What follows belongs to an exercise in optimizing a design on an open flow for small area, a short achievable clock period and few clock cycles per item; a production flow would make more cautious choices. The RTL was checked by simulation tests, not by an equivalence proof against the original design. Power and IR drop assume default switching activity.

===== design.v =====
module rctc_eval (
    input  wire [4:0]  op,
    input  wire [63:0] a,
    input  wire        len_lt4,    
    input  wire        len_lt8,    
    output reg  [72:0] res,        
    output reg         err,
    output reg  [2:0]  err_code
);
    localparam E_RANGE = 3'd1, E_LENGTH = 3'd2, E_MISSING = 3'd3, E_ILLEGAL = 3'd4;
    wire [19:0] ms = a[19:0];
    wire ms_lt240   = (ms < 20'd240);
    wire ms_gt61440 = (ms > 20'd61440);
    wire ms_ge61680 = (ms >= 20'd61680);
    wire ms_ge740160 = (ms >= 20'd740160);
    wire [12:0] sv = {1'b0, ms[15:4]} + 13'd1;
    wire [16:0] s1;
    wire [20:0] s2;
    rctc_rca #(17) u_s1 (.a({4'd0, sv}), .b({sv, 4'd0}), .ci(1'b0), .s(s1), .co());
    rctc_rca #(21) u_s2 (.a({4'd0, s1}), .b({sv, 8'd0}), .ci(1'b0), .s(s2), .co());
    wire [7:0]  cnt_s = s2[19:12];
    wire [8:0]  dec_cycles = 9'd256 - {1'b0, a[7:0]};
    wire [8:0]  m_in = (op == 5'd3) ? dec_cycles : a[8:0];
    wire [12:0] m15;
    wire [14:0] m45;
    rctc_rca #(13) u_m15 (.a({m_in, 4'd0}), .b(~{4'd0, m_in}), .ci(1'b1), .s(m15), .co());
    rctc_rca #(15) u_m45 (.a({1'b0, m15, 1'b0}), .b({2'd0, m15}), .ci(1'b0), .s(m45), .co());
    wire [20:0] fmt_ms = a[9] ? {m45, 6'd0} : {4'd0, m15, 4'd0};
    wire [5:0] pc = a[7:2];
    wire [3:0] pers_code =
        (pc == 6'd0)  ? 4'd0  : (pc == 6'd1)  ? 4'd1  : (pc == 6'd2)  ? 4'd2  :
        (pc == 6'd3)  ? 4'd3  : (pc == 6'd5)  ? 4'd4  : (pc == 6'd10) ? 4'd5  :
        (pc == 6'd15) ? 4'd6  : (pc == 6'd20) ? 4'd7  : (pc == 6'd25) ? 4'd8  :
        (pc == 6'd30) ? 4'd9  : (pc == 6'd35) ? 4'd10 : (pc == 6'd40) ? 4'd11 :
        (pc == 6'd45) ? 4'd12 : (pc == 6'd50) ? 4'd13 : (pc == 6'd55) ? 4'd14 : 4'd15;
    wire pers_hit = (pc <= 6'd3) || (pc == 6'd5) || (pc == 6'd10) || (pc == 6'd15) ||
                    (pc == 6'd20) || (pc == 6'd25) || (pc == 6'd30) || (pc == 6'd35) ||
                    (pc == 6'd40) || (pc == 6'd45) || (pc == 6'd50) || (pc == 6'd55) ||
                    (pc == 6'd60);
    wire       pers_ok = a[0] || (!a[1] && pers_hit && (a[17:8] == 10'd0));
    wire [3:0] pk = a[3:0];
    wire [5:0] pers_value = (pk <= 4'd3) ? {2'd0, pk} : (pk == 4'd4) ? 6'd5 :
                            {pk - 4'd3, 2'd0} + {2'd0, pk - 4'd3};
    wire [5:0] gm = a[5:0];
    wire [1:0] gain_code = (gm == 6'd4) ? 2'd1 : (gm == 6'd16) ? 2'd2 : (gm == 6'd60) ? 2'd3 : 2'd0;
    wire       gain_ok   = ((gm == 6'd1) || (gm == 6'd4) || (gm == 6'd16) || (gm == 6'd60)) &&
                           (a[15:6] == 10'd0);
    wire [5:0] gain_value = (a[1:0] == 2'd0) ? 6'd1 : (a[1:0] == 2'd1) ? 6'd4 :
                            (a[1:0] == 2'd2) ? 6'd16 : 6'd60;
    wire [15:0] t_low    = a[15:0];
    wire [15:0] t_high   = a[31:16];
    wire [15:0] t_sample = a[47:32];
    wire        t_up   = (t_sample > t_high);
    wire        t_down = !t_up && (t_sample < t_low);
    wire        t_neg  = (t_high < t_low);              
    wire [15:0] t_rl;                                   
    rctc_rca #(16) u_rg (.a(t_high), .b(~t_low), .ci(1'b1), .s(t_rl), .co());
    wire [17:0] t_hf   = {t_neg, t_neg, t_neg, t_rl[15:1]};    
    wire        t_corr = t_neg & t_rl[0];           
    wire        t_jump = !op[2];                    
    wire        t_sub_l = t_jump | ~t_up;           
    wire        t_sub_h = ~t_jump & ~t_up;          
    wire [17:0] t_bl   = {2'b00, t_jump ? t_sample : t_low};
    wire [17:0] t_bh   = {2'b00, t_jump ? t_sample : t_high};
    wire [17:0] t_nl, t_nh;
    rctc_rca #(18) u_nl (.a(t_bl), .b(t_hf ^ {18{t_sub_l}}), .ci(t_sub_l ^ t_corr), .s(t_nl), .co());
    rctc_rca #(18) u_nh (.a(t_bh), .b(t_hf ^ {18{t_sub_h}}), .ci(t_sub_h ^ t_corr), .s(t_nh), .co());
    wire [17:0] t_nl_c = t_nl[17] ? 18'd0 : t_nl;
    wire [17:0] t_nh_c = (!t_nh[17] && t_nh[16]) ? 18'd65535 : t_nh;
    always @* begin
        res      = 73'd0;
        err      = 1'b0;
        err_code = 3'd0;
        case (op)
            5'd0: res[7:0] = {3'b000, a[3], a[2], 1'b0, a[1], a[0]};
            5'd1: res[3:0] = {a[4], a[3], a[1], a[0]};
            5'd2: begin
                if (ms_lt240 || ms_ge61680) begin
                    err = 1'b1; err_code = E_RANGE; res[3:0] = 4'd1;
                end else begin
                    res[7:0] = 8'd0 - cnt_s;
                end
            end
            5'd3: begin
                res[8:0]   = dec_cycles;
                res[27:9]  = {dec_cycles, 10'd0};
                res[43:28] = {m15[11:0], 4'd0};
            end
            5'd4: begin
                if (ms_gt61440 ? ms_ge740160 : ms_lt240) begin
                    err = 1'b1; err_code = E_RANGE; res[3:0] = 4'd2;
                end else begin
                    res[7:0] = ms_gt61440 ? 8'd0 : 8'd0 - cnt_s;    
                    res[8]   = ms_gt61440;
                end
            end
            5'd5: begin
                res[7:0]  = a[7:0];
                res[16:8] = dec_cycles;
            end
            5'd6:  res[20:0] = fmt_ms;
            5'd7:  res[7:0] = {6'd0, a[0], 1'b0};
            5'd8:  res[0] = a[1];
            5'd9: begin
                if (a[17:16] != 2'b00) begin
                    err = 1'b1; err_code = E_RANGE; res[3:0] = 4'd3;
                end else if (a[35:34] != 2'b00) begin
                    err = 1'b1; err_code = E_RANGE; res[3:0] = 4'd4;
                end else begin
                    res[31:0] = {a[33:18], a[15:0]};
                end
            end
            5'd10: begin
                if (len_lt4) begin
                    err = 1'b1; err_code = E_LENGTH; res[3:0] = 4'd5;
                end else begin
                    res[31:0] = a[31:0];
                end
            end
            5'd11: begin
                if (!pers_ok) begin
                    err = 1'b1; err_code = E_RANGE; res[3:0] = 4'd6;
                end else begin
                    res[3:0] = a[0] ? 4'd0 : pers_code;
                end
            end
            5'd12: begin
                res[5:0] = pers_value;
                res[8]   = (a[3:0] == 4'd0);
            end
            5'd13: begin
                if (!gain_ok) begin
                    err = 1'b1; err_code = E_RANGE; res[3:0] = 4'd7;
                end else begin
                    res[1:0] = gain_code;
                end
            end
            5'd14: res[5:0] = gain_value;
            5'd15: res[1:0] = {a[4], a[0]};
            5'd16: begin
                if (len_lt8) begin
                    err = 1'b1; err_code = E_LENGTH; res[3:0] = 4'd8;
                end else begin
                    res[63:0] = a;
                end
            end
            5'd17: res[72] = 1'b1;
            5'd18: begin
                if (!a[16]) begin
                    err = 1'b1; err_code = E_MISSING; res[3:0] = 4'd9;
                end else if (a[15:5] != 11'd0) begin
                    err = 1'b1; err_code = E_RANGE; res[3:0] = 4'd9;
                end else if (a[18:17] == 2'b10) begin
                    err = 1'b1; err_code = E_RANGE; res[3:0] = 4'd10;
                end else begin
                    res[7:0] = {a[19], a[18:17], a[4:0]};
                end
            end
            5'd19, 5'd20: begin
                if (!t_up && !t_down) begin
                    res[17:0]  = {2'b00, t_low};
                    res[35:18] = {2'b00, t_high};
                end else begin
                    res[17:0]  = t_nl_c;
                    res[35:18] = t_nh_c;
                end
                res[37:36] = {t_down, t_up | t_down};
                res[53:38] = t_sample;
            end
            default: begin
                err = 1'b1; err_code = E_ILLEGAL; res[3:0] = 4'd11;
            end
        endcase
    end
endmodule
module rctc_rca #(parameter W = 16) (
    input  wire [W-1:0] a,
    input  wire [W-1:0] b,
    input  wire         ci,
    output wire [W-1:0] s,
    output wire         co
);
    wire [W:0] c;
    assign c[0] = ci;
    genvar i;
    generate
        for (i = 0; i < W; i = i + 1) begin : g_bit
            assign s[i]   = a[i] ^ b[i] ^ c[i];
            assign c[i+1] = (a[i] & b[i]) | (c[i] & (a[i] ^ b[i]));
        end
    endgenerate
    assign co = c[W];
endmodule
module rctc_divk #(parameter K = 4) (
    input  wire [15:0] c,
    input  wire [15:0] r_in,
    input  wire [23:0] xq_in,
    output reg  [15:0] r_out,
    output reg  [23:0] xq_out
);
    integer i;
    reg [17:0] t;
    reg        b;
    always @* begin
        r_out  = r_in;
        xq_out = xq_in;
        for (i = 0; i < K; i = i + 1) begin
            b = xq_out[23];
            t = {1'b0, r_out, b} - {2'b00, c};
            xq_out = {xq_out[22:0], ~t[17]};
            r_out  = t[17] ? {r_out[14:0], b} : t[15:0];
        end
    end
endmodule
module rctc_x255 (
    input  wire [15:0] x,
    output wire [23:0] y
);
    assign y = {x, 8'd0} - {8'd0, x};
endmodule
module tcs_rctc (
    input  wire        clk,
    input  wire        rst,
    input  wire        in_valid,
    output wire        in_ready,
    input  wire [4:0]  op,
    input  wire [63:0] a,
    input  wire [3:0]  len,
    output reg         out_valid,
    input  wire        out_ready,
    output wire [79:0] res,
    output reg         err,
    output reg  [2:0]  err_code
);
    localparam K = 4;
    reg        v1;
    reg [4:0]  op1;
    reg [63:0] a1;
    reg        lt4_1, lt8_1;
    reg        vs;
    reg [4:0]  ops;
    reg [63:0] as;
    reg        lt4_s, lt8_s;
    reg        dv;           
    reg [2:0]  rem;          
    reg        rdy;
    reg [72:0] r2;
    assign in_ready = rdy;
    assign res = {7'd0, r2};
    wire lt4_in = (len < 4'd4);
    wire lt8_in = (len < 4'd8);
    wire [72:0] e_res;
    wire        e_err;
    wire [2:0]  e_code;
    rctc_eval u_eval (
        .op(op1), .a(a1), .len_lt4(lt4_1), .len_lt8(lt8_1),
        .res(e_res), .err(e_err), .err_code(e_code)
    );
    wire [19:0] ms1     = a1[19:0];
    wire        wt      = (op1 == 5'd4);
    wire        wt_long = wt && (dv || ((ms1 > 20'd61440) && (ms1 < 20'd737280)));
    wire        is_div  = ((op1 == 5'd17) && (a1[15:0] != 16'd0)) || wt_long;
    wire [15:0] c  = wt ? 16'd2880 : a1[15:0];
    wire [23:0] m0, x1, x2;
    rctc_x255 u_x0 (.x(a1[31:16]), .y(m0));    
    rctc_x255 u_x1 (.x(a1[47:32]), .y(x1));
    rctc_x255 u_x2 (.x(a1[63:48]), .y(x2));
    wire [23:0] x0 = wt ? {4'd0, ms1} : m0;
    wire sel8  = wt || ((a1[31:16] <= a1[15:0]) && (a1[47:32] <= a1[15:0]) && (a1[63:48] <= a1[15:0]));
    wire sel12 = (a1[15:12] != 4'd0);
    wire sel16 = (a1[15:8] != 8'd0);
    function [39:0] init;    
        input [23:0] x;
        input        s8, s12, s16;
        begin
            if (s8)       init = {x[23:8], x[7:0], 16'd0};
            else if (s12) init = {4'd0, x[23:12], x[11:0], 12'd0};
            else if (s16) init = {8'd0, x[23:16], x[15:0], 8'd0};
            else          init = {16'd0, x};
        end
    endfunction
    wire [39:0] i0 = init(x0, sel8, sel12, sel16);
    wire [39:0] i1 = init(x1, sel8, sel12, sel16);
    wire [39:0] i2 = init(x2, sel8, sel12, sel16);
    wire [15:0] dr0 = dv ? a1[31:16] : i0[39:24];
    wire [15:0] dr1 = dv ? a1[47:32] : i1[39:24];
    wire [15:0] dr2 = dv ? a1[63:48] : i2[39:24];
    wire [23:0] dq0 = dv ? r2[23:0]  : i0[23:0];
    wire [23:0] dq1 = dv ? r2[47:24] : i1[23:0];
    wire [23:0] dq2 = dv ? r2[71:48] : i2[23:0];
    wire [15:0] nr0, nr1, nr2;
    wire [23:0] nq0, nq1, nq2;
    rctc_divk #(.K(K)) u_d0 (.c(c), .r_in(dr0), .xq_in(dq0), .r_out(nr0), .xq_out(nq0));
    rctc_divk #(.K(K)) u_d1 (.c(c), .r_in(dr1), .xq_in(dq1), .r_out(nr1), .xq_out(nq1));
    rctc_divk #(.K(K)) u_d2 (.c(c), .r_in(dr2), .xq_in(dq2), .r_out(nr2), .xq_out(nq2));
    wire last    = dv && (rem == 3'd1);                  
    wire busy    = v1 && is_div && !last;                
    wire done1   = v1 && !busy;                          
    wire s2_free = !out_valid || out_ready;
    wire adv     = done1 && s2_free;                     
    wire s1_free = !v1 || (done1 && !out_valid) || (done1 && out_ready);
    wire s1_ch_en = !v1 || (is_div && dv) || !out_valid || out_ready;
    wire acc     = in_valid && rdy && !rst;
    wire vs_next = vs ? !s1_free : (acc && !s1_free);
    always @(posedge clk) begin
        if (rst) begin
            v1  <= 1'b0;
            vs  <= 1'b0;
            rdy <= 1'b1;
            out_valid <= 1'b0;
        end else begin
            v1  <= !s1_free || vs || acc;
            vs  <= vs_next;
            rdy <= !vs_next;
            out_valid <= adv || (out_valid && !out_ready);
        end
    end
    always @(posedge clk) begin
        if (!vs) begin
            ops <= op; as <= a; lt4_s <= lt4_in; lt8_s <= lt8_in;
        end
    end
    wire [4:0]  op_n  = vs ? ops : op;
    wire [63:0] a_n   = vs ? as : a;
    wire        lt4_n = vs ? lt4_s : lt4_in;
    wire        lt8_n = vs ? lt8_s : lt8_in;
    always @(posedge clk) begin
        if (s1_free) begin
            op1 <= op_n; a1[15:0] <= a_n[15:0]; lt4_1 <= lt4_n; lt8_1 <= lt8_n;
        end
    end
    always @(posedge clk) begin
        if (s1_ch_en) begin
            if (busy) begin
                a1[31:16] <= nr0;
                a1[47:32] <= nr1;
                a1[63:48] <= nr2;
            end else begin
                a1[63:16] <= a_n[63:16];
            end
        end
    end
    always @(posedge clk) begin
        if (s1_free) begin
            dv <= 1'b0;
        end else if (v1 && is_div && s2_free) begin
            dv <= 1'b1;
            if (!dv) rem <= sel8 ? 3'd1 : sel12 ? 3'd2 : sel16 ? 3'd3 : 3'd5;
            else     rem <= rem - 3'd1;
        end
    end
    always @(posedge clk) begin
        if (s2_free) begin
            if (is_div && wt && last) begin
                r2       <= {64'd0, 1'b1, 8'd0 - nq0[7:0]};    
                err      <= 1'b0;
                err_code <= 3'd0;
            end else if (is_div) begin
                r2       <= {1'b0, nq2, nq1, nq0};
                err      <= 1'b0;
                err_code <= 3'd0;
            end else begin
                r2       <= e_res;
                err      <= e_err;
                err_code <= e_code;
            end
        end
    end
endmodule

===== flow/run.sh =====
#!/bin/bash
# The standard layout (the standard.sh, unchanged synthesis); the port buffers that the
# standard flow inserts at global placement use sky130_fd_sc_hd__buf_1, and ORFS's timing
# repair is asked to leave setup slack of at least SETUP_SLACK_MARGIN ns at the design's
# clock period, so that it works on the paths that set the achieved period.
set -e
export BUFFER_PORTS_ARGS="-buffer_cell sky130_fd_sc_hd__buf_1"
export SETUP_SLACK_MARGIN=71.0
bash standard.sh > standard.log 2>&1

===== standard.sh =====
#!/bin/bash
# synth_recipe.tcl (not shown) runs the flow's synth.tcl, then flattens the netlist and writes it again
# the make line also repeats each setting of config.mk as NAME=value (left out here)
make -C /OpenROAD-flow-scripts/flow DESIGN_CONFIG=/design/flow/config.mk WORK_HOME=/design/flow/orfs CLKGATE_MAP_FILE= SYNTH_SCRIPT=/design/flow/synth_recipe.tcl "${@:-finish}"

===== config.mk =====
export PLATFORM = sky130hd
export DESIGN_NAME = tcs_rctc
export DESIGN_NICKNAME = tcs_rctc
export VERILOG_FILES = /design/flow/design.v
export SDC_FILE = /design/flow/constraint.sdc
export NUM_CORES = 4
export LEC_CHECK = 0
export CAP_MARGIN = 20
export CORE_MARGIN = 2
export CORE_UTILIZATION = 55
export PLACE_DENSITY = 0.7
export SLEW_MARGIN = 20

===== constraint.sdc =====
create_clock -name core_clock -period 90.0 [get_ports {clk}]
set_input_delay 18.0000 -clock core_clock [delete_from_list [all_inputs] [get_ports {clk}]]
set_output_delay 18.0000 -clock core_clock [all_outputs]
set_load 0.01 [all_outputs]

==> impl_metrics.tcl, run 1 <==
set metrics [dict create \
    clock-sinks 227 \
    netlist_instances 3804 \
    cts-buffers-inserted 27 \
    critPathTopFamily "flip-flops" \
    worst-path-buf-inv 1 \
    final_util_pct 61.4 \
    drt-total-wl_um 116000 \
    min_path_type "flip-flop to flip-flop" \
    track_usage_pct 38.6 \
    p_leak_nw 14.3 \
    grt_max_degree 74 \
    cpPeakStageDelay_ns 0.49 \
    clk_path_buf_depth 3 \
    grt_pass1_vias 28100 \
    h-tree-depth 1 \
    fin_crit_sh_pct 21.4 \
    worstPathRequired_ns 72.00 \
    start_kind "flip-flop" \
    ios 163 \
    synth_cell_type_count 105 \
    rsz0062_at_grt "yes" \
    wire_per_inst_um 24.6 \
    relSlewSlack_pct 31.8 \
    clock_skew_ns 0.0338 \
    first_iter_violations 4791 \
    placementRows 86 \
    drt-pass1-iter-count 10 \
    synth_edf_count 151 \
    cpMaxStageDelayCell "edfxtp_1" \
    setup_viol 0 \
    avgSynthCellArea_um2 8.12 \
    setup-tns-final_ns 0 \
    dp_hpwl_um 86300 \
    die_y_um 241 \
    cts-hold-fix-buffers 0 \
    viasPerCell 6.64 \
    clkTransAtPathRegs_ns 0.08 \
    outcome "timing/DRC/antenna clean" \
    layout-drive-gt1-share_pct 13.4 \
    finalMaxSlewViolations 0 \
    antennaDiodeCount 0 \
    vias 31300 \
    period_needed_ns 19.26 \
    synthArstFlopShare_pct 0 \
    area_delta_synth_final_pct 9.93 \
    antenna_found_initial 1 \
    dieArea_um2 58100 \
    overflow 0 \
    cap_violations 0 \
    yosysWarnings 3 \
    gp_congestion 1.10 \
    insertion_delay_ns 0.59 \
    synth-seq-cells 227 \
    initial_utilization_pct 55.9 \
    ant_nets 0 \
    powerDensity_nw_per_um2 45.5 \
    seq_area_frac_synth_pct 19.6 \
    fin_nets 4423 \
    synth_ff_type "edfxtp_1" \
    max-vdd-ir-drop_mv 0.0543 \
    core_area_um2 55300 \
    grt_pass1_wl_um 170000 \
    portBuffers 153 \
    fmax_mhz 51.9 \
    hold_viol 0 \
    clockRootBuffer "clkbuf_16" \
    crit_type "flip-flop to output pin" \
    drcViolationCount 0 \
    synth_area_um2 30900 \
    tritoncts "built" \
    crit_fanout 2 \
    worst-endpoint-arrival_ns 1.26 \
    die_x_um 241 \
    tightest_slew_ns 1.02 \
    worstSetupEndpointType "output pin" \
    crit_chain "buf_1" \
]
## stage by stage
step | total power [W] | worst slack [ns] | hold WS, ns | instances | area (um^2)
global placement | 0.00137 | 70.19 | 0.444 | 4580 | 32300
floorplan | 0.00115 | 70.03 | 0.423 | 3810 | 30900
finish | 0.00154 | 70.74 | 0.472 | 4712 | 34000
global route | 0.00168 | 70.75 | 0.486 | 4712 | 34000
detailed placement | 0.00139 | 70.17 | 0.444 | 4580 | 32300
CTS | 0.00151 | 70.76 | 0.470 | 4683 | 33600
## sequential cells by signal (all words and copies together), names as in the netlist
name	flops
err_code	3
dv	1
ops	5
lt8_1	1
v1	1
vs	1
a1	64
lt4_1	1
rdy	1
lt8_s	1
out_valid	1
lt4_s	1
rem	3
r2	73
as	64
op1	5
err	1
## repair_timing
| action | in CTS | in global routing |
|---|---|---|
| gates resized for setup | 18 | 72 |
| setup buffers | 54 | 29 |
| setup endpoints to repair | 188 | 80 |
## placed cells by master, fill, tap and decap left out, drive strengths merged, types with 22 or more instances in the layout
cell / instances
a211oi: 55
a21o: 62
a21oi: 314
a221oi: 29
a222oi: 28
a22oi: 40
a31oi: 35
buf: 255
clkbuf: 97
dfxtp: 76
edfxtp: 151
fa: 84
ha: 318
inv: 191
mux2: 165
mux2i: 46
nand2: 401
nand2b: 41
nand3: 70
nand4: 28
nor2: 323
nor2b: 39
nor3: 97
nor4: 22
o211ai: 40
o21a: 40
o21ai: 227
o21bai: 27
o221ai: 31
o22ai: 35
or3: 33
xnor2: 198
xor2: 76
## cell type report
cell class                 count  area (um^2)
multi-input combinational   3179        23400
clock buffer                  35          779
sequential                   227         6070
inverter                     192          724
fill                        5092        21300
tap                          748          936
timing repair buffer         317         1950
clock inverter                14          141
## routing by layer
layer	share of wire, %	vias to the layer above	GRT usage [%]
met5	0.020	-	0
met4	5.1	2	16.2
met3	14	381	9.50
met2	40	2048	55.5
met1	41	14600	54.8
li1	-	14300	-
## report_power, final
part | internal, W | switching, W | total (W)
registers | 0.000121 | 0.0000146 | 0.000136
clock network | 0.0000648 | 0.0000500 | 0.000115
logic | 0.000554 | 0.000739 | 0.00129
## final timing paths
path         startpoint     end  slack [ns]  depth (start not counted)
max               r2[0]  res[0]       70.74                          1
min              as[14]  as[14]        0.47                          1
max reg2reg       a1[9]   r2[4]       72.64                         59
min reg2reg      as[14]  as[14]        0.47                          1
## cell families (layout without fill, tap and decap cells)
logic type	after synthesis	in the layout	synth area share (%)
and+or+nand+nor	1146	1146	17.1
muxes	211	211	7.53
other	1	7	0.0121
AOI/OAI and AO/OA	1139	1139	24.6
xor gates and xnor gates	274	274	7.77
adders and majority gates	402	402	18.3
DFF	227	227	19.6
buffers and inverters	404	558	5.13
## Yosys cell counts (12+ instances only)
| cell | n | area share [%] |
|---|---|---|
| a21boi_0 | 13 | 0.32 |
| and3_1 | 18 | 0.36 |
| nand2_1 | 400 | 4.9 |
| xor2_1 | 76 | 2.2 |
| mux2i_1 | 45 | 1.5 |
| nand2b_1 | 40 | 0.81 |
| or3_1 | 33 | 0.67 |
| nor4_1 | 21 | 0.43 |
| a211oi_1 | 52 | 1.3 |
| nand3_1 | 70 | 1.1 |
| a21oi_1 | 314 | 5.1 |
| nor2b_1 | 39 | 0.79 |
| edfxtp_1 | 151 | 15 |
| and2_1 | 16 | 0.32 |
| a21o_1 | 62 | 1.5 |
| buf_2 | 25 | 0.40 |
| a222oi_1 | 28 | 0.91 |
| o22ai_1 | 35 | 0.71 |
| o31ai_1 | 17 | 0.41 |
| a22oi_1 | 40 | 0.97 |
| or2_2 | 12 | 0.24 |
| nor3_1 | 96 | 1.6 |
| inv_1 | 188 | 2.3 |
| a31o_2 | 13 | 0.37 |
| dfxtp_1 | 76 | 4.9 |
| clkbuf_1 | 161 | 2.0 |
| fa_1 | 84 | 5.4 |
| ha_1 | 318 | 13 |
| o221ai_1 | 31 | 0.88 |
| a31oi_1 | 35 | 0.71 |
| a221oi_1 | 28 | 0.79 |
| mux2_2 | 164 | 6.0 |
| a221o_1 | 12 | 0.39 |
| buf_1 | 17 | 0.21 |
| nor2_1 | 323 | 3.9 |
| o21ai_0 | 217 | 3.5 |
| o21a_1 | 40 | 0.97 |
| a311oi_1 | 19 | 0.54 |
| nand4_1 | 28 | 0.57 |
| xnor2_1 | 198 | 5.6 |
| o211ai_1 | 38 | 0.92 |
| o21bai_1 | 25 | 0.61 |
Testbench counts, summed over its fixed seeds: cycles 30,797, items 24,000.
==> inputs of run 2 (changes only) <==
--- a/flow/run.sh
+++ b/flow/run.sh
@@ -5,5 +5,5 @@
 # clock period, so that it works on the paths that set the achieved period.
 set -e
 export BUFFER_PORTS_ARGS="-buffer_cell sky130_fd_sc_hd__buf_1"
-export SETUP_SLACK_MARGIN=71.0
+export SETUP_SLACK_MARGIN=70.8
 bash standard.sh > standard.log 2>&1
--- a/config.mk
+++ b/config.mk
@@ -7,6 +7,6 @@
 export LEC_CHECK = 0
 export CAP_MARGIN = 20
 export CORE_MARGIN = 2
-export CORE_UTILIZATION = 55
-export PLACE_DENSITY = 0.7
+export CORE_UTILIZATION = 65
+export PLACE_DENSITY = 0.78
 export SLEW_MARGIN = 20
==> impl_metrics.tcl, run 2 <==
set metrics [dict create \
    p_sw_w 0.000873 \
    max-vdd-ir-drop_mv 0.118 \
    hold_viol 0 \
    seq_area_frac_synth_pct 19.6 \
    first_iter_violations 5720 \
    grt_pass1_wl_um 185000 \
    drt-total-wl_um 125000 \
    ios 163 \
    fin_crit_sh_pct 21.4 \
    rsz0062_at_grt "yes" \
    swShare_pct 53.8 \
    final_util_pct 71.1 \
    netlist_top_cells_count "nand2_1, nor2_1, ha_1" \
    synth_adder_area_share_pct 18.3 \
    cap_violations 0 \
    yosys.area_share.simple_pct 17.1 \
    initial_utilization_pct 66.1 \
    clock_skew_ns 0.0227 \
    gp_congestion 1.06 \
    crit_fanout 2 \
    yosysTopAreaCell "edfxtp_1" \
    avgSynthCellArea_um2 8.12 \
    netlist_instances 3804 \
    cts-buffers-inserted 28 \
    fin_nets 4357 \
    clk_path_buf_depth 3 \
    synth_ff_type "edfxtp_1" \
    crit_type "flip-flop to output pin" \
    start_kind "flip-flop" \
    outcome "timing/DRC/antenna clean" \
    largest-register "r2" \
    r2r_setup_slack_ns 71.62 \
    insertion_delay_ns 0.62 \
    setup-tns-final_ns 0 \
    synth_edf_count 151 \
    synth_top_family_by_area "compound AO/OA/AOI/OAI gates" \
    crit_chain "buf_1" \
    synth_top_area_share_pct 14.7 \
    worst-path-buf-inv 1 \
    tritoncts "built" \
    grt_max_degree 79 \
    period_needed_ns 19.27 \
    clockRootBuffer "clkbuf_16" \
    pwr-share-comb_pct 83.6 \
    cpPeakStageDelay_ns 0.49 \
    clkTransAtPathRegs_ns 0.08 \
    die_x_um 222 \
    overflow 0 \
    synth_cell_type_count 105 \
    yosys.area_share.xor_xnor_pct 7.77 \
    tightest_slew_ns 1.25 \
    track_usage_pct 48.5 \
    p_leak_nw 13.8 \
    synthArstFlopShare_pct 0 \
    final_cell_mix "nand2_1, nor2_1, ha_1, a21oi_1, o21ai_0" \
    fin_ws_ns 70.73 \
    layout-drive-gt1-share_pct 10.2 \
    powerDensity_nw_per_um2 48.8 \
    wire_per_inst_um 27.6 \
    die_y_um 222 \
    synth-compound-area-share_pct 24.6 \
    largestRegisters "r2 x73, a1 x64, as x64" \
    critPathTopFamily "flip-flops" \
    clock-sinks 227 \
    worstSetupEndpointType "output pin" \
    finalMaxSlewViolations 0 \
    cpMaxStageDelayCell "edfxtp_1" \
    seqPwrFrac_pct 8.5 \
    h-tree-depth 1 \
    relSlewSlack_pct 16.2 \
    antenna_found_initial 4 \
    worstPathRequired_ns 72.00 \
    ant_nets 0 \
    area_delta_synth_final_pct 7.64 \
    fmax_mhz 51.9 \
    dieArea_um2 49300 \
    synth_most_common_cell "nand2_1" \
    yosys-top-cells-area "edfxtp_1, ha_1, mux2_2" \
    pwr-share-clk_pct 7.8 \
    placementRows 79 \
    setup_viol 0 \
    dp_slack_ns 70.14 \
    drt-pass1-iter-count 10 \
    worst-endpoint-arrival_ns 1.27 \
    vias 33000 \
    grt_pass1_vias 31600 \
    synth-seq-cells 227 \
    p_int_w 0.000749 \
    core_area_um2 46800 \
    synth_area_um2 30900 \
    viasPerCell 7.32 \
    drcViolationCount 0 \
    layout_commonest_cell "nand2_1" \
    dp_hpwl_um 93100 \
    synthMuxAreaShare_pct 7.53 \
    portBuffers 153 \
    largest_reg_flops 73 \
    yosysWarnings 3 \
    min_path_type "flip-flop to flip-flop" \
]
-- run 2: cell counts after synthesis --
Identical to the previous run, type by type.
-- run 2: cell families after synthesis --
logic type / count (synthesis)
other: 1
adders and majority gates: 402
muxes: 211
AOI/OAI and AO/OA: 1139
xor gates and xnor gates: 274
buffers and inverters: 404
DFF: 227
and+or+nand+nor: 1146
-- run 2: through the flow --
step / instances / total power [W] / cell area, um^2 / hold WS, ns
5_1_grt: 4507 / 0.00173 / 33300 / 0.488
2_1_floorplan: 3810 / 0.00115 / 30900 / 0.423
3_3_place_gp: 4437 / 0.00135 / 32100 / 0.438
3_5_place_dp: 4437 / 0.00143 / 32100 / 0.446
6_report: 4509 / 0.00162 / 33300 / 0.458
4_1_cts: 4501 / 0.00157 / 33200 / 0.460
-- run 2: per-layer routing --
metal	track usage (%)	wire, um	vias to the layer above
li1	-	-	14200
met4	28.9	9220	4
met3	16.1	20100	720
met2	69.2	49600	2820
met5	0	36	-
met1	63.6	45600	15300
-- run 2: repair_timing --
action                                  CTS  global route
resized for setup                         4             9
hold endpoints to repair                  0             0
hold buffers                              0             0
setup buffers                            12             5
pin swaps                                 1             0
endpoints found under the setup margin   57            20
-- run 2: power by group through the flow --
stage	clock, W	sequential (W)	combinational (W)
finish	0.000127	0.000138	0.00136
detailed placement	0	0.000139	0.00129
CTS	0.000126	0.000137	0.00131
floorplan	0	0.000131	0.00101
global route	0.000130	0.000138	0.00146
global placement	0	0.000139	0.00121
-- run 2: layout make-up --
type	instances	area (um^2)
Clock buffer	37	840
Sequential cell	227	6060
Antenna cell	2	5.00
Timing Repair Buffer	250	1340
Fill cell	3607	13500
Inverter	192	728
Multi-Input combinational cell	3179	23400
Tap cell	607	759
Clock inverter	15	170
-- run 2: worst paths after layout --
check	startpoint	end	depth (start not counted)
worst max-delay path	r2[3]	res[3]	1
worst min-delay path	lt4_s	lt4_s	2
worst max register to register	a1[9]	a1[55]	52
worst min register to register	lt4_s	lt4_s	2
-- run 2: worst register-to-register path: cells and delay by family, from the launching register on --
| family | cells | cell delay (ns) |
|---|---|---|
| compound gates | 26 | 8.52 |
| simple gates | 16 | 4.28 |
| fa+ha+maj | 5 | 1.91 |
| mux | 3 | 1.34 |
| buf+inv | 2 | 1.11 |
| flops | 1 | 0.93 |
==> inputs of run 3 (changes only) <==
--- a/config.mk
+++ b/config.mk
@@ -7,6 +7,8 @@
 export LEC_CHECK = 0
 export CAP_MARGIN = 20
 export CORE_MARGIN = 2
-export CORE_UTILIZATION = 65
-export PLACE_DENSITY = 0.78
+export CORE_UTILIZATION = 55
+export CTS_CLUSTER_DIAMETER = 100
+export CTS_CLUSTER_SIZE = 20
+export PLACE_DENSITY = 0.7
 export SLEW_MARGIN = 20
==> impl_metrics.tcl, run 3 <==
set metrics [dict create \
    outcome "timing/DRC/antenna clean" \
    pwr-share-comb_pct 85.3 \
    cpMaxStageDelayCell "edfxtp_1" \
    synth-seq-cells 227 \
    fin_crit_sh_pct 21.4 \
    powerDensity_nw_per_um2 45.7 \
    cpPeakStageDelay_ns 0.50 \
    seqPwrFrac_pct 9.0 \
    clk_path_buf_depth 3 \
    min_path_type "flip-flop to flip-flop" \
    tightest_slew_ns 1.02 \
    clock-sinks 227 \
    grt_max_degree 74 \
    netlist_instances 3804 \
    area_delta_synth_final_pct 6.65 \
    met2_usage_pct 54.8 \
    vias 31000 \
    hold_viol 0 \
    final_cell_mix "nand2_1, nor2_1, ha_1, a21oi_1, o21ai_0" \
    worst-path-buf-inv 1 \
    worstHoldPathCells 2 \
    overflow 0 \
    grt_pass1_vias 27600 \
    h-tree-depth 1 \
    first_iter_violations 4736 \
    synth_cell_type_count 105 \
    insertion_delay_ns 0.56 \
    yosysTopAreaCell "edfxtp_1" \
    setup_viol 0 \
    initial_utilization_pct 55.9 \
    r2r_setup_slack_ns 72.52 \
    clockRootBuffer "clkbuf_16" \
    start_kind "flip-flop" \
    p_sw_w 0.000796 \
    crit_type "flip-flop to output pin" \
    die_y_um 241 \
    avgSynthCellArea_um2 8.12 \
    netlist_top_cells_count "nand2_1, nor2_1, ha_1" \
    seq_area_frac_synth_pct 19.6 \
    largest-register "r2" \
    critPathTopFamily "flip-flops" \
    worstSetupEndpointType "output pin" \
    ios 163 \
    core_area_um2 55300 \
    synthArstFlopShare_pct 0 \
    gp_congestion 1.10 \
    fin_ws_ns 70.78 \
    dp_slack_ns 70.17 \
    worst-endpoint-arrival_ns 1.22 \
    drcViolationCount 0 \
    cts-buffers-inserted 18 \
    p_leak_nw 13.5 \
    synth_area_um2 30900 \
    reg2reg_depth 55 \
    setup-tns-final_ns 0 \
    portBuffers 153 \
    grt_use_met1_pct 54.6 \
    synth_most_common_cell "nand2_1" \
    dp_hpwl_um 86300 \
    swShare_pct 52.8 \
    crit_chain "buf_1" \
    yosysWarnings 3 \
    die_x_um 241 \
    p_int_w 0.000711 \
    largest_reg_flops 73 \
    fmax_mhz 52.0 \
    period_needed_ns 19.22 \
    crit_fanout 2 \
    fin_nets 4341 \
    ant_nets 0 \
    synth_top_area_share_pct 14.7 \
    pwr-share-clk_pct 5.7 \
    wire_per_inst_um 24.7 \
    layout-drive-gt1-share_pct 9.32 \
    antenna_found_initial 4 \
    yosys-top-cells-area "edfxtp_1, ha_1, mux2_2" \
    met3_usage_pct 9.36 \
    fillCellCount 5216 \
    largestRegisters "r2 x73, a1 x64, as x64" \
    grt_pass1_wl_um 168000 \
    max-vdd-ir-drop_mv 0.0487 \
    grt_busiest_layer "met2" \
    viasPerCell 6.69 \
    cts-hold-fix-buffers 0 \
    track_usage_pct 38.2 \
    synth_ff_type "edfxtp_1" \
    clock_skew_ns 0.0278 \
    layout_commonest_cell "nand2_1" \
    drt-pass1-iter-count 9 \
    synth_edf_count 151 \
    cp_num_cells 1 \
    rsz0062_at_grt "yes" \
    tritoncts "built" \
    worstPathRequired_ns 72.00 \
    placementRows 86 \
    dieArea_um2 58100 \
    worst_hold_slack_ns 0.472 \
    drt-total-wl_um 114000 \
    cap_violations 0 \
    finalMaxSlewViolations 0 \
    clkTransAtPathRegs_ns 0.08 \
    relSlewSlack_pct 32.0 \
]
==> run 3: cell counts after synthesis <==
Identical to the previous run, type by type.
==> run 3: per-stage QoR <==
step / instances / util, % / instance area [um^2] / total power (W)
detailed placement: 4580 / 58.4 / 32300 / 0.00139
global placement: 4580 / 58.4 / 32300 / 0.00137
CTS: 4621 / 59.5 / 32900 / 0.00148
finish: 4624 / 59.6 / 32900 / 0.00151
floorplan: 3810 / - / 30900 / 0.00115
global route: 4622 / 59.6 / 32900 / 0.00164
==> run 3: kinds of logic (layout without fill, tap and decap cells) <==
family                     count (synthesis)  after routing  synth area share, %
xor gates and xnor gates                 274            274                 7.77
DFF                                      227            227                 19.6
other                                      1              9               0.0121
AOI/OAI and AO/OA                       1139           1139                 24.6
muxes                                    211            211                 7.53
and+or+nand+nor                         1146           1146                 17.1
adders and majority gates                402            402                 18.3
buffers and inverters                    404            468                 5.13
==> run 3: repair_timing <==
action,4_1_cts,5_1_grt
pin swaps,0,0
hold endpoints to repair,0,0
resized for setup,0,2
setup buffers,9,1
endpoints found under the setup margin,44,4
==> run 3: final cells by class <==
type	instances	area (um^2)	share of cell area, %
sequential	227	6060	18.4
tap	748	936	2.84
clock inverter	7	91.3	0.277
timing repair buffer	244	1260	3.83
inverter	192	724	2.20
antenna	2	5.00	0.0152
multi-input combinational	3179	23400	70.9
clock buffer	25	498	1.51
==> run 3: metal layers <==
metal / vias to the layer above / wire length [um] / share of wire, %
met1: 14400 / 47100 / 41
met2: 2050 / 45700 / 40
met5: - / 10 / 0.0088
met3: 377 / 15600 / 14
met4: 2 / 5600 / 4.9
li1: 14100 / - / -
==> run 3: power groups by stage <==
stage / sequential, W / combinational, W / clock (W)
6_report: 0.000136 / 0.00128 / 0.0000852
5_1_grt: 0.000136 / 0.00142 / 0.0000892
4_1_cts: 0.000135 / 0.00126 / 0.0000864
3_5_place_dp: 0.000138 / 0.00125 / 0
3_3_place_gp: 0.000138 / 0.00123 / 0
2_1_floorplan: 0.000131 / 0.00101 / 0
==> run 3: final timing paths <==
| check | start | end |
|---|---|---|
| min | lt4_s | lt4_s |
| min reg2reg | lt4_s | lt4_s |
| max | r2[0] | res[0] |
| max reg2reg | a1[9] | a1[55] |
==> inputs of run 4 (changes only) <==
==> flow/run.sh (replaced) <==
#!/bin/bash
# The standard layout (the standard.sh, unchanged synthesis); the port buffers that the
# standard flow inserts at global placement use sky130_fd_sc_hd__buf_1.
set -e
export BUFFER_PORTS_ARGS="-buffer_cell sky130_fd_sc_hd__buf_1"
bash standard.sh > standard.log 2>&1
--- a/config.mk
+++ b/config.mk
@@ -8,7 +8,5 @@
 export CAP_MARGIN = 20
 export CORE_MARGIN = 2
 export CORE_UTILIZATION = 55
-export CTS_CLUSTER_DIAMETER = 100
-export CTS_CLUSTER_SIZE = 20
 export PLACE_DENSITY = 0.7
 export SLEW_MARGIN = 20
==> impl_metrics.tcl, run 4 <==
set metrics [dict create \
    outcome "timing/DRC/antenna clean" \
    ant_nets 0 \
    clock-sinks 227 \
    synthArstFlopShare_pct 0 \
    rsz0062_at_grt "no" \
    viasPerCell 6.69 \
    drt-total-wl_um 119000 \
    place_area_um2 32400 \
    fin_nets 4359 \
    cts-hold-fix-buffers 0 \
    cts-buffers-inserted 29 \
    final_cell_area_um2 33400 \
    fin_ws_ns 69.98 \
    worst-endpoint-arrival_ns 20.31 \
    synth_area_um2 30900 \
    worstPathRequired_ns 90.29 \
    synth_top_area_share_pct 14.7 \
    dp_hpwl_um 89700 \
    layout_commonest_cell "nand2_1" \
    period_needed_ns 20.02 \
    synth_most_common_cell "nand2_1" \
    crit_fanout 47 \
    netlist_top_cells_count "nand2_1, nor2_1, ha_1" \
    clockRootBuffer "clkbuf_16" \
    h-tree-depth 1 \
    grt_pass1_vias 28200 \
    largest_reg_flops 73 \
    ios 163 \
    clkTransAtPathRegs_ns 0.06 \
    placementRows 86 \
    fin_cells 4650 \
    antennaDiodeCount 0 \
    fmax_mhz 50.0 \
    r2r_setup_slack_ns 71.55 \
    final_cell_mix "nand2_1, nor2_1, ha_1, a21oi_1, o21ai_0" \
    insertion_delay_ns 0.62 \
    synth_edf_count 151 \
    final_util_pct 60.4 \
    synth-seq-cells 227 \
    tightest_slew_ns 1.05 \
    initial_utilization_pct 55.9 \
    hold_viol 0 \
    relSlewSlack_pct 30.0 \
    tritoncts "built" \
    avgSynthCellArea_um2 8.12 \
    area_delta_synth_final_pct 8.08 \
    largestRegisters "r2 x73, a1 x64, as x64" \
    die_y_um 241 \
    fin_crit_sh_pct 22.2 \
    portBuffers 153 \
    setup-tns-final_ns 0 \
    first_iter_violations 4368 \
    cap_violations 0 \
    powerDensity_nw_per_um2 46.6 \
    synth_ff_type "edfxtp_1" \
    hold_path.startpoint "as[15]" \
    post_cts_buffers 0 \
    rr_endpoint "r2[4]" \
    synth_cell_type_count 105 \
    hold_end "as[15]" \
    yosysWarnings 3 \
    antenna_found_initial 1 \
    min_path_type "flip-flop to flip-flop" \
    start_kind "input port" \
    wire_per_inst_um 25.6 \
    crit_type "input port to flip-flop" \
    dp_slack_ns 69.51 \
    layout-drive-gt1-share_pct 9.97 \
    finalMaxSlewViolations 0 \
    clock_skew_ns 0.0422 \
    grt_max_degree 80 \
    drt-pass1-iter-count 8 \
    worstHoldPathCells 1 \
    grt_pass1_wl_um 176000 \
    clk_path_buf_depth 3 \
    drcViolationCount 0 \
    setup_viol 0 \
    worstSetupEndpointType "flip-flop" \
    dieArea_um2 58100 \
    overflow 0 \
    largest-register "r2" \
    p_leak_nw 13.7 \
    netlist_instances 3804 \
    yosys-top-cells-area "edfxtp_1, ha_1, mux2_2" \
    die_x_um 241 \
    post_cts_resized 0 \
    track_usage_pct 40.2 \
    gp_congestion 1.03 \
    core_area_um2 55300 \
    r2r-start "a1[14]" \
    vias 31100 \
    seq_area_frac_synth_pct 19.6 \
    dp.cells 4597 \
    max-vdd-ir-drop_mv 0.0809 \
    yosysTopAreaCell "edfxtp_1" \
    reg2reg_depth 58 \
]
run 4: worst max-delay path, cell delays in order:
cell and delay (ns):
buf_1 0.07, nor2b_1 0.75, clkinv_2 0.85, buf_4 0.58
run 4: stage by stage:
step,total power (W),hold slack (ns)
final,0.00156,0.470
after global routing,0.00170,0.479
after CTS,0.00153,0.471
after detailed placement,0.00140,0.459
after global placement,0.00138,0.443
after floorplan,0.00115,0.423
run 4: how the worst max path moves through the flow:
stage              start      to  slack [ns]
6_report       out_ready  r2[66]       69.98
5_1_grt        out_ready  r2[66]       70.01
4_1_cts        out_ready  r2[66]       70.15
3_5_place_dp   out_ready  r2[50]       69.51
3_3_place_gp   out_ready  r2[50]       69.52
2_1_floorplan  out_ready   a1[0]       69.69
run 4: cell type report:
type	count	area [um^2]
repair buffers	251	1320
inverters	192	722
well taps	748	936
fillers	5158	21900
clock inverters	19	218
multi-input cells	3179	23400
clock buffers	34	764
flip-flops and latches	227	6060
run 4: routing by layer:
layer / track usage [%] / share of wire, %
met2: 57.5 / 40
met3: 10.1 / 13
met1: 57.9 / 42
met4: 15.1 / 4.5
met5: 0 / 0
run 4: cell families after synthesis:
group,after synthesis,share of synthesized area [%]
other,1,0.0121
AO/OA/AOI/OAI,1139,24.6
adder cells (fa/ha/maj),402,18.3
flip-flops,227,19.6
buffers and inverters,404,5.13
AND/OR/NAND/NOR,1146,17.1
XOR/XNOR,274,7.77
multiplexers,211,7.53
run 4: power by group:
part	switching, W	internal (W)
Sequential	0.0000115	0.000121
Clock	0.0000527	0.0000702
Combinational	0.000752	0.000550
==> inputs of run 5 (changes only) <==
--- a/config.mk
+++ b/config.mk
@@ -8,5 +8,7 @@
 export CAP_MARGIN = 20
 export CORE_MARGIN = 2
 export CORE_UTILIZATION = 55
+export CTS_BUF_LIST = sky130_fd_sc_hd__clkbuf_4 sky130_fd_sc_hd__clkbuf_8
+export CTS_CLUSTER_SIZE = 16
 export PLACE_DENSITY = 0.7
 export SLEW_MARGIN = 20
==> impl_metrics.tcl, run 5 <==
set metrics [dict create \
    outcome "timing/DRC/antenna clean" \
    area_delta_synth_final_pct 8.19 \
    netlist_instances 3804 \
    rsz0062_at_grt "no" \
    tritoncts "built" \
    insertion_delay_ns 0.67 \
    synth_cell_type_count 105 \
    synth_edf_count 151 \
    critPathTopFamily "buffers and inverters" \
    clock-sinks 227 \
    grt_pass1_vias 28400 \
    gp_congestion 1.03 \
    largestRegisters "r2 x73, a1 x64, as x64" \
    vias 31300 \
    overflow 0 \
    cap_violations 0 \
    clk_path_buf_depth 3 \
    track_usage_pct 40.3 \
    crit_fanout 47 \
    relSlewSlack_pct 29.3 \
    wire_per_inst_um 25.4 \
    tightest_slew_ns 1.05 \
    hold_path.startpoint "as[10]" \
    viasPerCell 6.68 \
    setup-tns-final_ns 0 \
    min_path_type "flip-flop to flip-flop" \
    yosysWarnings 3 \
    cts-hold-fix-buffers 0 \
    ios 163 \
    fin_nets 4375 \
    synth_ff_type "edfxtp_1" \
    cpMaxStageDelayCell "clkinv_2" \
    placementRows 86 \
    max-vdd-ir-drop_mv 0.0820 \
    fmax_mhz 50.1 \
    clockRootBuffer "clkbuf_8" \
    yosysTopAreaCell "edfxtp_1" \
    worstPathRequired_ns 90.34 \
    avgSynthCellArea_um2 8.12 \
    cpPeakStageDelay_ns 0.85 \
    rr_endpoint "r2[4]" \
    grt_max_degree 80 \
    initial_utilization_pct 55.9 \
    r2r-start "a1[14]" \
    setup_viol 0 \
    portBuffers 153 \
    dp_hpwl_um 89700 \
    post_cts_buffers 0 \
    worst-endpoint-arrival_ns 20.30 \
    worstHoldPathCells 1 \
    dieArea_um2 58100 \
    core_area_um2 55300 \
    finalMaxSlewViolations 0 \
    worst-path-buf-inv 3 \
    h-tree-depth 2 \
    first_iter_violations 4559 \
    final_cell_area_um2 33400 \
    worstSetupEndpointType "flip-flop" \
    period_needed_ns 19.96 \
    ant_nets 0 \
    synth_area_um2 30900 \
    worst_hold_slack_ns 0.470 \
    dp_slack_ns 69.51 \
    fin_crit_sh_pct 22.2 \
    crit_chain "buf_1 > nor2b_1 > clkinv_2 > buf_4" \
    grt_pass1_wl_um 176000 \
    largest_reg_flops 73 \
    yosys-top-cells-area "edfxtp_1, ha_1, mux2_2" \
    drcViolationCount 0 \
    hold_viol 0 \
    seq_area_frac_synth_pct 19.6 \
    post_cts_resized 0 \
    r2r_setup_slack_ns 71.60 \
    netlist_top_cells_count "nand2_1, nor2_1, ha_1" \
    hold_end "as[10]" \
    crit_type "input port to flip-flop" \
    powerDensity_nw_per_um2 46.5 \
    final_cell_mix "nand2_1, nor2_1, ha_1, a21oi_1, o21ai_0" \
    drt-pass1-iter-count 7 \
    reg2reg_depth 58 \
    synth_top_area_share_pct 14.7 \
    clock_skew_ns 0.0376 \
    synth-seq-cells 227 \
    layout_commonest_cell "nand2_1" \
    synth_most_common_cell "nand2_1" \
    cts-buffers-inserted 45 \
    die_y_um 241 \
    layout-drive-gt1-share_pct 10.6 \
    largest-register "r2" \
    die_x_um 241 \
    clkTransAtPathRegs_ns 0.06 \
    power_w 0.00155 \
    fin_ws_ns 70.04 \
    start_kind "input port" \
    antenna_found_initial 3 \
    p_leak_nw 13.8 \
    drt-total-wl_um 119000 \
    synthArstFlopShare_pct 0 \
    place_area_um2 32400 \
]
-- run 5: cell counts after synthesis --
No cell type changed its count.
-- run 5: worst max-delay path by stage --
stage	from	depth (start not counted)	to
after floorplan	out_ready	2	a1[0]
after global placement	out_ready	4	r2[50]
after detailed placement	out_ready	4	r2[50]
after CTS	out_ready	4	r2[56]
after global routing	out_ready	4	r2[56]
final	out_ready	4	r2[56]
-- run 5: report_power, final --
group	internal, W	total (W)	leakage (nW)	switching, W
clock network	0.0000692	0.000120	0.527	0.0000512
registers	0.000122	0.000133	2.32	0.0000115
logic	0.000549	0.00130	10.9	0.000750
total	0.000740	0.00155	13.8	0.000813
-- run 5: cell families after synthesis --
logic type,synth area share [%]
and+or+nand+nor,17.1
xor gates and xnor gates,7.77
AOI/OAI and AO/OA,24.6
muxes,7.53
buffers and inverters,5.13
other,0.0121
adders and majority gates,18.3
DFF,19.6
-- run 5: final cells by class --
| type | instances | area (um^2) |
|---|---|---|
| Timing Repair Buffer | 251 | 1320 |
| Tap cell | 748 | 936 |
| Fill cell | 5180 | 21900 |
| Clock inverter | 20 | 249 |
| Clock buffer | 61 | 752 |
| Antenna cell | 6 | 15.0 |
| Inverter | 192 | 722 |
| Multi-Input combinational cell | 3179 | 23400 |
| Sequential cell | 227 | 6060 |
-- run 5: per-layer routing --
layer | vias to the layer above | global-route usage [%] | part of all wire, %
met3 | 319 | 10.2 | 13
met1 | 14800 | 57.7 | 42
met5 | - | 0 | 0
li1 | 14200 | - | -
met2 | 1986 | 57.5 | 40
met4 | 0 | 15.7 | 4.3
-- run 5: worst reg2reg max path: cells and delay by family (launching register included) --
kind / cells / cell delay, ns
compound gates: 28 / 8.59
xor+xnor: 1 / 0.09
fa+ha+maj: 6 / 2.00
buf+inv: 6 / 2.07
flops: 1 / 0.79
mux: 4 / 1.30
simple gates: 13 / 3.27
-- run 5: metrics by stage --
step | instances | util (%)
after global routing | 4680 | 60.4
after CTS | 4678 | 60.4
final | 4684 | 60.4
after global placement | 4597 | 58.6
after floorplan | 3810 | -
after detailed placement | 4597 | 58.6
==> inputs of run 6 (changes only) <==
--- a/design.v
+++ b/design.v
@@ -198,17 +198,42 @@
     output reg  [15:0] r_out,
     output reg  [23:0] xq_out
 );
+    function [16:0] bk;
+        input [16:0] g_in, p_in;
+        reg   [16:0] G, P;
+        integer d, i;
+        begin
+            G = g_in; P = p_in;
+            for (d = 1; d < 17; d = d * 2)
+                for (i = 2 * d - 1; i < 17; i = i + 2 * d) begin
+                    G[i] = G[i] | (P[i] & G[i - d]);
+                    P[i] = P[i] & P[i - d];
+                end
+            for (d = 8; d >= 1; d = d / 2)
+                for (i = 3 * d - 1; i < 17; i = i + 2 * d) begin
+                    G[i] = G[i] | (P[i] & G[i - d]);
+                    P[i] = P[i] & P[i - d];
+                end
+            bk = G;
+        end
+    endfunction
     integer i;
-    reg [17:0] t;
     reg        b;
+    reg [16:0] u, nc, g, p, cy, s;
     always @* begin
         r_out  = r_in;
         xq_out = xq_in;
         for (i = 0; i < K; i = i + 1) begin
-            b = xq_out[23];
-            t = {1'b0, r_out, b} - {2'b00, c};
-            xq_out = {xq_out[22:0], ~t[17]};
-            r_out  = t[17] ? {r_out[14:0], b} : t[15:0];
+            b  = xq_out[23];
+            u  = {r_out, b};
+            nc = {1'b1, ~c};
+            p  = u ^ nc;
+            g  = u & nc;
+            g[0] = g[0] | p[0];                  
+            cy = bk(g, p);
+            s  = p ^ {cy[15:0], 1'b1};
+            xq_out = {xq_out[22:0], cy[16]};      
+            r_out  = cy[16] ? s[15:0] : u[15:0];
         end
     end
 endmodule
==> flow/run.sh (replaced) <==
#!/bin/bash
# The standard layout (the standard.sh, unchanged synthesis); the port buffers that the
# standard flow inserts at global placement use sky130_fd_sc_hd__buf_1, and ORFS's timing
# repair is asked to leave setup slack of at least SETUP_SLACK_MARGIN ns at the design's
# clock period, so that it works on the paths that set the achieved period.
set -e
export BUFFER_PORTS_ARGS="-buffer_cell sky130_fd_sc_hd__buf_1"
export SETUP_SLACK_MARGIN=70.8
bash standard.sh > standard.log 2>&1
--- a/config.mk
+++ b/config.mk
@@ -8,7 +8,5 @@
 export CAP_MARGIN = 20
 export CORE_MARGIN = 2
 export CORE_UTILIZATION = 55
-export CTS_BUF_LIST = sky130_fd_sc_hd__clkbuf_4 sky130_fd_sc_hd__clkbuf_8
-export CTS_CLUSTER_SIZE = 16
 export PLACE_DENSITY = 0.7
 export SLEW_MARGIN = 20
==> impl_metrics.tcl, run 6 <==
set metrics [dict create \
    outcome "timing/DRC/antenna clean" \
    r2r-start "a1[5]" \
    final_cell_mix "nand2_1, ha_1, nor2_1, a21oi_1, inv_1" \
    cts-hold-fix-buffers 0 \
    dieArea_um2 57100 \
    synth_cell_type_count 101 \
    rr_endpoint "r2[6]" \
    hold_viol 0 \
    clock-sinks 227 \
    fin_nets 4204 \
    start_kind "flip-flop" \
    die_x_um 239 \
    worstPathRequired_ns 72.00 \
    cpMaxStageDelayCell "edfxtp_1" \
    cpPeakStageDelay_ns 0.52 \
    worstHoldPathCells 1 \
    largest-register "r2" \
    initial_utilization_pct 55.3 \
    die_y_um 239 \
    drt-total-wl_um 125000 \
    hold_end "as[26]" \
    reg2reg_depth 61 \
    antennaDiodeCount 0 \
    synth_most_common_cell "nand2_1" \
    netlist_top_cells_count "nand2_1, ha_1, nor2_1" \
    antenna_found_initial 3 \
    grt_pass1_wl_um 184000 \
    gp_congestion 1.07 \
    crit_fanout 2 \
    max-vdd-ir-drop_mv 0.127 \
    worst-endpoint-arrival_ns 1.33 \
    setup-tns-final_ns 0 \
    core_area_um2 54900 \
    finalMaxSlewViolations 0 \
    multi_input_area_um2 22800 \
    wire_per_inst_um 28.6 \
    insertion_delay_ns 0.62 \
    viasPerCell 6.90 \
    portBuffers 153 \
    critPathTopFamily "flip-flops" \
    tritoncts "built" \
    seq_area_frac_synth_pct 20.0 \
    dp_hpwl_um 94900 \
    worstSetupEndpointType "output pin" \
    crit_chain "buf_1" \
    drt-pass1-iter-count 10 \
    tightest_slew_ns 1.13 \
    worst-path-buf-inv 1 \
    cts-buffers-inserted 29 \
    relSlewSlack_pct 24.0 \
    setup_viol 0 \
    powerDensity_nw_per_um2 49.6 \
    crit_type "flip-flop to output pin" \
    largest_reg_flops 73 \
    p_leak_nw 14.2 \
    synth_edf_count 151 \
    fin_ws_ns 70.67 \
    clockRootBuffer "clkbuf_16" \
    largestRegisters "r2 x73, a1 x64, as x64" \
    ant_nets 0 \
    synth_top_area_share_pct 14.9 \
    power_w 0.00165 \
    first_iter_violations 3968 \
    fillCellCount 4781 \
    ios 163 \
    r2r_setup_slack_ns 71.70 \
    seqCellArea_um2 6060 \
    rsz0062_at_grt "yes" \
    grt_pass1_vias 29100 \
    track_usage_pct 43.2 \
    avgSynthCellArea_um2 8.66 \
    cap_violations 0 \
    dp_slack_ns 69.92 \
    synth_area_um2 30300 \
    hold_path.startpoint "as[26]" \
    clock_skew_ns 0.0176 \
    layout_commonest_cell "nand2_1" \
    synthArstFlopShare_pct 0 \
    yosys-top-cells-area "edfxtp_1, ha_1, fa_1" \
    fin_crit_sh_pct 21.5 \
    yosysWarnings 3 \
    yosysTopAreaCell "edfxtp_1" \
    clk_path_buf_depth 3 \
    clkTransAtPathRegs_ns 0.07 \
    drcViolationCount 0 \
    vias 30200 \
    period_needed_ns 19.33 \
    layout-drive-gt1-share_pct 12.0 \
    fmax_mhz 51.7 \
    netlist_instances 3503 \
    grt_max_degree 75 \
    synth-seq-cells 227 \
    h-tree-depth 1 \
    area_delta_synth_final_pct 9.86 \
    synth_ff_type "edfxtp_1" \
    overflow 0 \
    placementRows 86 \
    min_path_type "flip-flop to flip-flop" \
]
-- run 6: final cells by class --
type	count	area share (%)
Clock buffer	35	2.39
Clock inverter	18	0.510
Inverter	205	2.35
Multi-Input combinational cell	2877	68.4
Sequential cell	227	18.2
Tap cell	704	2.64
Timing Repair Buffer	312	5.51
Timing Repair inverter	1	0.0150
-- run 6: per-layer routing --
layer	global-route usage (%)	up-vias	part of all wire (%)
li1	-	13100	-
met1	58.9	14600	40
met2	62.7	2065	41
met3	12.0	436	13
met4	21.4	8	5.9
met5	0	-	0.042
-- run 6: cell families after synthesis --
| family | synth area share (%) |
|---|---|
| buffers and inverters | 5.34 |
| DFF | 20.0 |
| xor gates and xnor gates | 6.29 |
| adders and majority gates | 23.7 |
| other | 0.0124 |
| AOI/OAI and AO/OA | 21.0 |
| and+or+nand+nor | 15.6 |
| muxes | 8.07 |
-- run 6: worst max path at each step --
stage          cells past startpoint  slack [ns]      end       from
6_report                           1       70.67  res[25]     r2[25]
5_1_grt                            1       70.68  res[25]     r2[25]
4_1_cts                            1       70.70   res[3]      r2[3]
3_5_place_dp                       4       69.92   r2[58]  out_ready
3_3_place_gp                       4       69.96   r2[48]  out_ready
2_1_floorplan                      2       70.29      err  out_ready
-- run 6: where the power goes --
group / total (W) / switching, W / internal [W]
combinational: 0.00140 / 0.000799 / 0.000597
sequential: 0.000134 / 0.0000120 / 0.000122
clock: 0.000123 / 0.0000543 / 0.0000691
-- run 6: repair_timing --
| item | CTS | global route |
|---|---|---|
| gates resized for setup | 9 | 35 |
| gates cloned | 1 | 0 |
| endpoints found under the hold margin | 0 | 0 |
| pin swaps | 0 | 0 |
| setup buffers | 32 | 22 |
| endpoints found under the setup margin | 94 | 65 |
-- run 6: per-stage QoR --
step                util, %  area, um^2  hold slack [ns]  std cells
global placement       58.1       31900            0.437       4271
detailed placement     58.1       31900            0.459       4271
floorplan                 -       30400            0.423       3509
finish                 60.8       33300            0.472       4379
global route           60.8       33300            0.486       4379
CTS                    60.3       33100            0.473       4357
Testbench counts of run 6, summed over its fixed seeds: cycles 30,797, items 24,000.

## separate check: timing with driven ports
Ports are ideal in the flow. The routed layouts listed here were re-timed in OpenROAD. Step 1 sets driving cells, clkbuf_16 on the clock port and buf_2 on the other inputs (assumed; they add their load-dependent delay and slew). Step 2 times the ports against the registers' clock, not the clock port: input delays grow and output delays shrink by t, the midpoint of the rising clock arrivals with the driver on. a / b / c = no drivers / after step 1 / after step 2; a / b = the first two.
run	t (ns)	setup WS [ns]	hold slack, ns	worst slew at a driven data input, ns
run 1	0.638	70.741 / 70.677 / 70.507	0.472 / 0.472 / 0.472	0.05
run 2	0.671	70.725 / 70.662 / 70.498	0.458 / 0.458 / 0.458	0.08
run 3	0.611	70.780 / 70.716 / 70.391	0.472 / 0.472 / 0.472	0.05
run 4	0.657	69.982 / 70.023 / 69.367	0.470 / 0.470 / 0.470	0.06
run 5	0.718	70.042 / 70.085 / 69.367	0.470 / 0.470 / 0.470	0.06
run 6	0.674	70.674 / 70.609 / 70.196	0.472 / 0.472 / 0.472	0.10
After both steps every run listed still meets setup and hold. The setup slack of run 5, which loses most, moves by +0.043 ns with the drivers and by -0.675 ns with both steps.
